Context: an optimization exercise on an open-source flow, tuned for small area, a short achievable clock period and few clock cycles. The choices shown serve that exercise and are no tape-out recipe.
Only simulation tests tie the RTL to the original design; equivalence was not proved.
No activity file was given, so power comes from the tool's default toggle rates.

## the baseline
==> flow/design.v (excerpt) <==
module nasa_fa (
    input  wire       clk,
    input  wire       rst,
    input  wire       in_valid,
    input  wire [7:0] in_data,
    output wire       in_ready,
    output reg        pl_valid,
    output reg  [7:0] pl_data,
    output reg        pl_last,
    output reg        pl_empty
);
    localparam [7:0] STX = 8'h32;
    localparam [7:0] ETX = 8'h34;
    localparam [1:0] S_SRCH = 2'd0, S_L1 = 2'd1, S_L2 = 2'd2, S_BODY = 2'd3;
    localparam [1:0] E_IDLE = 2'd0, E_H1 = 2'd1, E_H2 = 2'd2, E_PAY = 2'd3;
    function [3:0] bcls(input [7:0] b);
        bcls = {(b >= 8'd4) && (b <= 8'd126), b == ETX, b == 8'd0, b == STX};
    endfunction
    function [15:0] crc_step(input [15:0] c_in, input [7:0] b);
        integer i;
        reg [15:0] c;
        begin
            c = c_in ^ {b, 8'h00};
            for (i = 0; i < 8; i = i + 1)
                c = c[15] ? ({c[14:0], 1'b0} ^ 16'h1021) : {c[14:0], 1'b0};
            crc_step = c;
        end
    endfunction
    reg  [1023:0] ring;
    reg  [3:0]    f0;                   
    wire [7:0]    r0   = ring[7:0];
    wire [7:0]    r31  = ring[255:248];
    wire [7:0]    r63  = ring[511:504];
    wire [7:0]    r95  = ring[767:760];
    wire [7:0]    r127 = ring[1023:1016];
    reg           in_ready_q;
    wire          ins = in_valid && in_ready_q;
    always @(posedge clk) begin
        ring <= {ring[1015:0], ins ? in_data : r127};
        f0   <= bcls(ins ? in_data : r127);
    end
    assign in_ready = in_ready_q;
    reg  [6:0]  ph;         
    reg  [6:0]  tail;       
    reg         uany;       
    reg  [6:0]  d;          
    reg         d127;       
    reg  [1:0]  st;
    reg  [6:0]  cs;         
  ...
export LEC_CHECK = 0
export ABC_CLOCK_PERIOD_IN_PS = 3000
export CAP_MARGIN = 20
export CORE_MARGIN = 2
export CORE_UTILIZATION = 75
export CTS_BUF_LIST = sky130_fd_sc_hd__clkbuf_8
export CTS_CLUSTER_DIAMETER = 60
export CTS_CLUSTER_SIZE = 18
export SLEW_MARGIN = 20
create_clock -name core_clock -period 10.0 [get_ports {clk}]
standard.sh (not shown) runs the stock make flow with config.mk's settings and CLKGATE_MAP_FILE= SYNTH_SCRIPT=/design/flow/synth_recipe.tcl, a recipe that flattens the netlist after the stock synthesis.
==> flow/flow/run.sh <==
#!/bin/bash
# Own flow: the standard layout (standard.sh), unchanged synthesis, with
# two changes for the later steps: the port buffers are buf_4 cells instead
# of the smallest buffer, and timing repair aims at a larger setup margin.
set -euo pipefail
bash standard.sh synth > synth.log 2>&1
export SETUP_SLACK_MARGIN=7
export BUFFER_PORTS_ARGS="-buffer_cell sky130_fd_sc_hd__buf_4"
bash standard.sh > layout.log 2>&1
Testbench counts of the baseline, summed over its fixed seeds: cycles 18,671.
[inputs] the candidate vs the baseline
-- flow/design.v --
<<< the baseline, line 28
    endfunction
    reg  [1023:0] ring;
    reg  [3:0]    f0;                   
    wire [7:0]    r0   = ring[7:0];
    wire [7:0]    r31  = ring[255:248];
    wire [7:0]    r63  = ring[511:504];
    wire [7:0]    r95  = ring[767:760];
    wire [7:0]    r127 = ring[1023:1016];
    reg           in_ready_q;
>>> the candidate, line 28
    endfunction
    reg  [1023:0] ring;
    reg  [3:0]    f0, f127;             
    wire [7:0]    r0   = ring[7:0];
    wire [7:0]    r31  = ring[255:248];
    wire [7:0]    r63  = ring[511:504];
    wire [7:0]    r95  = ring[767:760];
    wire [7:0]    r126 = ring[1015:1008];
    wire [7:0]    r127 = ring[1023:1016];
    reg           in_ready_q;
<<< the baseline, line 38
    always @(posedge clk) begin
        ring <= {ring[1015:0], ins ? in_data : r127};
        f0   <= bcls(ins ? in_data : r127);
    end
    assign in_ready = in_ready_q;
>>> the candidate, line 39
    always @(posedge clk) begin
        ring <= {ring[1015:0], ins ? in_data : r127};
        f127 <= bcls(r126);
        f0   <= ins ? bcls(in_data) : f127;
    end
    assign in_ready = in_ready_q;
<<< the baseline, line 45
    reg         uany;       
    reg  [6:0]  d;          
    reg         d127;       
    reg  [1:0]  st;
    reg  [6:0]  cs;         
>>> the candidate, line 47
    reg         uany;       
    reg  [6:0]  d;          
    reg         d0, d127;   
    reg  [1:0]  st;
    reg  [6:0]  cs;         
<<< the baseline, line 64
    wire        fne    = focc[0];
    wire        ffull  = focc[3];
    wire [7:0]  x      = r0;
    wire [3:0]  xf     = f0;
    wire        x_stx  = xf[0];
    wire        x_zero = xf[1];
>>> the candidate, line 66
    wire        fne    = focc[0];
    wire        ffull  = focc[3];
    wire [7:0]  x      = d127 ? r0 : r127;
    wire [3:0]  xf     = d127 ? f0 : f127;
    wire        x_stx  = xf[0];
    wire        x_zero = xf[1];
<<< the baseline, line 73
    wire        body_end = (st == S_BODY) && last_q;
    wire        stall  = ffull && body_end && ok_frame;
    wire        sc_go  = uany && d127 && !stall;
    wire        nv_now   = b2_stx && b1_zero && x_len;
    wire        do_push  = sc_go && body_end && ok_frame;
    wire        jump     = sc_go && body_end && !ok_frame && (nv_v || nv_now);
    wire [6:0]  phm1     = ph - 7'd1;
    wire [6:0]  sp       = phm1;
    wire [6:0]  dj       = nv_v ? cs - ph : 7'd124;
    reg  [1:0]  st_n;
    reg  [1:0]  cs_sel;     
>>> the candidate, line 75
    wire        body_end = (st == S_BODY) && last_q;
    wire        stall  = ffull && body_end && ok_frame;
    wire        sc_go  = uany && (d0 || d127) && !stall;
    wire        nv_now   = b2_stx && b1_zero && x_len;
    wire        do_push  = sc_go && body_end && ok_frame;
    wire        jump     = sc_go && body_end && !ok_frame && (nv_v || nv_now);
    wire [6:0]  phm1     = ph - 7'd1;
    wire [6:0]  sp       = d127 ? phm1 : ph;
    wire [6:0]  dj       = nv_v ? cs - ph : d - 7'd3;
    reg  [1:0]  st_n;
    reg  [1:0]  cs_sel;     
<<< the baseline, line 108
    wire [6:0]  ph_n   = ph + 7'd1;
    wire        ph_tail = (ph == tail);
    wire        sp_tail = (phm1 == tail);
    wire        uany_n  = jump || ins || (uany && !(sc_go && sp_tail));
    reg  [7:0]  etb;
>>> the candidate, line 110
    wire [6:0]  ph_n   = ph + 7'd1;
    wire        ph_tail = (ph == tail);
    wire        sp_tail = d127 ? (phm1 == tail) : ph_tail;
    wire        uany_n  = jump || ins || (uany && !(sc_go && sp_tail));
    reg  [7:0]  etb;
<<< the baseline, line 135
    wire        nfne_n  = !focc[0] || (!focc[1] && e_pop);
    wire        blk_n   = nfne_n && ((cand && cs == ph_n) ||
                                     (uany && (d == 7'd1 || jump_mb)));
    wire        in_ready_n = (empty || ins || ph_tail) && !blk_n;
    always @(posedge clk) begin
>>> the candidate, line 137
    wire        nfne_n  = !focc[0] || (!focc[1] && e_pop);
    wire        blk_n   = nfne_n && ((cand && cs == ph_n) ||
                                     (uany && (d0 || d == 7'd1 || jump_mb) && r126 == STX));
    wire        in_ready_n = (empty || ins || ph_tail) && !blk_n;
    always @(posedge clk) begin
<<< the baseline, line 174
        if (jump) begin
            d    <= dj;
            d127 <= (dj == 7'd127);
        end else if (sc_go) begin
        end else if (rebase) begin
            d    <= 7'd127;
            d127 <= 1'b1;
        end else begin
            d    <= d - 7'd1;
            d127 <= (d == 7'd0);
        end
        case (cs_sel)
>>> the candidate, line 176
        if (jump) begin
            d    <= dj;
            d0   <= (dj == 7'd0);
            d127 <= (dj == 7'd127);
        end else if (sc_go) begin
        end else if (rebase) begin
            d    <= 7'd127;
            d0   <= 1'b0;
            d127 <= 1'b1;
        end else begin
            d    <= d - 7'd1;
            d0   <= (d == 7'd1);
            d127 <= d0;
        end
        case (cs_sel)
--- outcome ---
The candidate was carried through to the last stage, and its layout satisfied the timing, DRC and antenna checks. Per the comparison of the candidate with the baseline, complex-gate fraction of the synthesized area climbed 0.84 points, first-pass detailed-route iteration total barely changed. Final area grows by a few percent when moving from the baseline to the candidate. Post-synthesis net count for the candidate: 74 up relative to the baseline. [compare] base=the baseline new=the candidate: die area now larger, wire length shows an increase of about 20%. The candidate does worse than the baseline on internal power contribution. Higher setup slack goes to the baseline over the candidate. The candidate vs. the baseline: via count went up by 993.
Testbench counts of the candidate, summed over its fixed seeds: cycles 18,671.

[afterwards: timing with drivers on the ports]
How much do the figures lean on ideal ports? The routed layouts below were timed once more, with nothing changed but the port constraints.
Step 1 sets driving cells, clkbuf_16 on the clock port and buf_2 on the other inputs (assumed; they add their load-dependent delay and slew).
Step 2 adds t to the input delays and takes it off the output delays; t is the mean of the earliest and latest rising clock arrival at the registers after step 1. Input paths then give back, and output paths get back, about the clock's delay inside the block.
a / b / c = no drivers / after step 1 / after step 2; a / b = the first two.
| run | t (ns) | slack for setup (ns) | worst register clock-pin slew, ns | worst data-port slew with drivers (ns) | pins driven straight from the clock port |
|---|---|---|---|---|---|
| the baseline | 0.693 | 6.865 / 6.817 / 6.556 | 0.12 / 0.12 | 0.05 | 1 |
| the candidate | 0.690 | 6.855 / 6.803 / 6.431 | 0.12 / 0.12 | 0.04 | 1 |
After both steps every run listed still meets setup and hold. The setup slack of the candidate, which loses most, moves by -0.052 ns with the drivers and by -0.424 ns with both steps.
